Source: an optimization exercise on an open RTL-to-GDS flow (aim: small area and a short achievable clock period). Production flows keep margins and buffers that such runs may drop. The RTL was checked by simulation tests, not by an equivalence proof against the original design. Power figures rest on the tool's default switching activity, not on a simulated workload.

== v24 ==
==> flow/design.v (excerpt) <==
module ahrs_rx (
    input  wire        clk,
    input  wire        rst,
    input  wire        p_valid,
    input  wire [31:0] p_cmd,
    output reg         p_resp_valid,
    output reg         p_resp_err,
    output wire [31:0] p_resp_val,
    input  wire        c_valid,
    input  wire [31:0] c_cmd,
    output reg         c_resp_valid,
    output reg         c_resp_err,
    output reg  [31:0] c_resp_val
);
    localparam [7:0] OPC_CRC_UPDATE   = 8'h01,
                     OPC_FEED         = 8'h10,
                     OPC_PARSER_RESET = 8'h11,
                     OPC_OFFER        = 8'h20,
                     OPC_UPDATE       = 8'h21,
                     OPC_GET_PITCH    = 8'h30,
                     OPC_GET_YAW      = 8'h31,
                     OPC_GET_ROLL     = 8'h32,
                     OPC_GET_STATUS   = 8'h33;
    wire [7:0]  p_opc   = p_cmd[31:24];
    wire [15:0] p_arg16 = p_cmd[23:8];
    wire [7:0]  p_arg8  = p_cmd[7:0];
    wire [7:0]  c_opc   = c_cmd[31:24];
    wire [15:0] c_arg16 = c_cmd[23:8];
    wire [7:0]  c_arg8  = c_cmd[7:0];
    wire p_crc    = p_valid && p_opc == OPC_CRC_UPDATE;
    wire p_feed   = p_valid && p_opc == OPC_FEED         && p_arg16 == 16'h0;
    wire p_preset = p_valid && p_opc == OPC_PARSER_RESET && p_arg16 == 16'h0 && p_arg8 == 8'h0;
  ...
==> flow/config.mk <==
export PLATFORM = sky130hd
export DESIGN_NAME = ahrs_rx
export DESIGN_NICKNAME = ahrs_rx
export VERILOG_FILES = /design/flow/design.v
export SDC_FILE = /design/flow/constraint.sdc
export NUM_CORES = 4
export LEC_CHECK = 0
export CAP_MARGIN = 20
export CORE_MARGIN = 2
export CORE_UTILIZATION = 60
export CTS_CLUSTER_DIAMETER = 80
export CTS_CLUSTER_SIZE = 30
export PLACE_DENSITY = 0.7
export SETUP_SLACK_MARGIN = 4.1
export SLEW_MARGIN = 20
==> flow/constraint.sdc <==
create_clock -name core_clock -period 6.5 [get_ports {clk}]
set_input_delay 1.3000 -clock core_clock [delete_from_list [all_inputs] [get_ports {clk}]]
set_output_delay 1.3000 -clock core_clock [all_outputs]
set_load 0.01 [all_outputs]
run.sh (not shown) runs the stock make flow with config.mk's settings and CLKGATE_MAP_FILE= SYNTH_SCRIPT=/design/flow/synth_recipe.tcl, a recipe that flattens the netlist after the stock synthesis.
Here is what was changed in the inputs of v29 compared with v24.
- CTS_CLUSTER_DIAMETER removed (was 80)
- CTS_CLUSTER_SIZE removed (was 30)
- SETUP_SLACK_MARGIN changed from 4.1 to 3.8
- CTS_BUF_LIST newly set to sky130_fd_sc_hd__clkbuf_4 sky130_fd_sc_hd__clkbuf_8
==> results.txt <==
Re power per cell area: v24 was lower than v29. [v29] clock tree skew after final layout rose 0.0091 ns relative to v24. Per the comparison of v29 with v24, fmax rose by 0.38%; number of diodes stayed essentially flat; clock-buffer cell count rose by 270%; combinational power share fell by 0.7 points; area growth from synthesis to layout rose by 3.1 points. Relative to v24, share of total power in sequential cells has decreased by 11 points in v29. Post-CTS setup buffer count: v29 vs v24 down 31%. Per the comparison of v29 with v24, final layout net count now larger; overall track demand over capacity in global routing now smaller.
Input changes introduced in v57 (baseline for comparison: v29):
- setting CTS_CLUSTER_SIZE to 30 for the first time
- removing CTS_BUF_LIST (formerly sky130_fd_sc_hd__clkbuf_4 sky130_fd_sc_hd__clkbuf_8)
- setting CTS_CLUSTER_DIAMETER to 80 for the first time
--- outcome ---
- v57 vs. v29: first-pass GRT wire length went down, sequential share of cell area went up.
- Diff v29 -> v57 | total global routing track utilization | decrease of 1.0 points
### v57 -> v50
- a change of SETUP_SLACK_MARGIN from 3.8 to 3.5
Findings:
- v50 finished all stages; the layout is clean.
- v50 vs v57: largest net degree at the start of global routing up by more than 10%
- v50 ended up with fewer standard cells than v57.
- Summary: with v57 as the reference, final wirelength in v50 moved down by a few percent.
- Core utilization: v50 lower than v57
- v57 was routed with more vias than v50.
- On total power, v57 and v50 are basically level.
- The critical path depth number comes out lower for v57 vs v50.
- Cmp v50 vs v57: worst setup slack lower in v50

afterwards: timing with drivers on the ports:
The flow's constraints put no driver on any port. The routed layouts listed below were extracted and timed again, unchanged, in two steps. Step 1 sets driving cells, clkbuf_16 on the clock port and buf_2 on the other inputs (assumed; they add their load-dependent delay and slew). Step 2 also shifts input and output timing later by t, the mid clock arrival at the registers, as if the neighbouring blocks saw the same clock. a / b / c = ideal / step 1 / step 2; a / b = the first two.
run	t (ns)	setup WS [ns]	worst slew at a driven data input, ns
v24	0.578	3.822 / 3.840 / 3.262	0.08
v29	0.631	3.832 / 3.853 / 3.227	0.04
v57	0.582	3.792 / 3.774 / 3.240	0.04
v50	0.580	3.560 / 3.572 / 2.992	0.05
After both steps every run listed still meets setup and hold. The setup slack of v29, which loses most, moves by +0.021 ns with the drivers and by -0.605 ns with both steps.
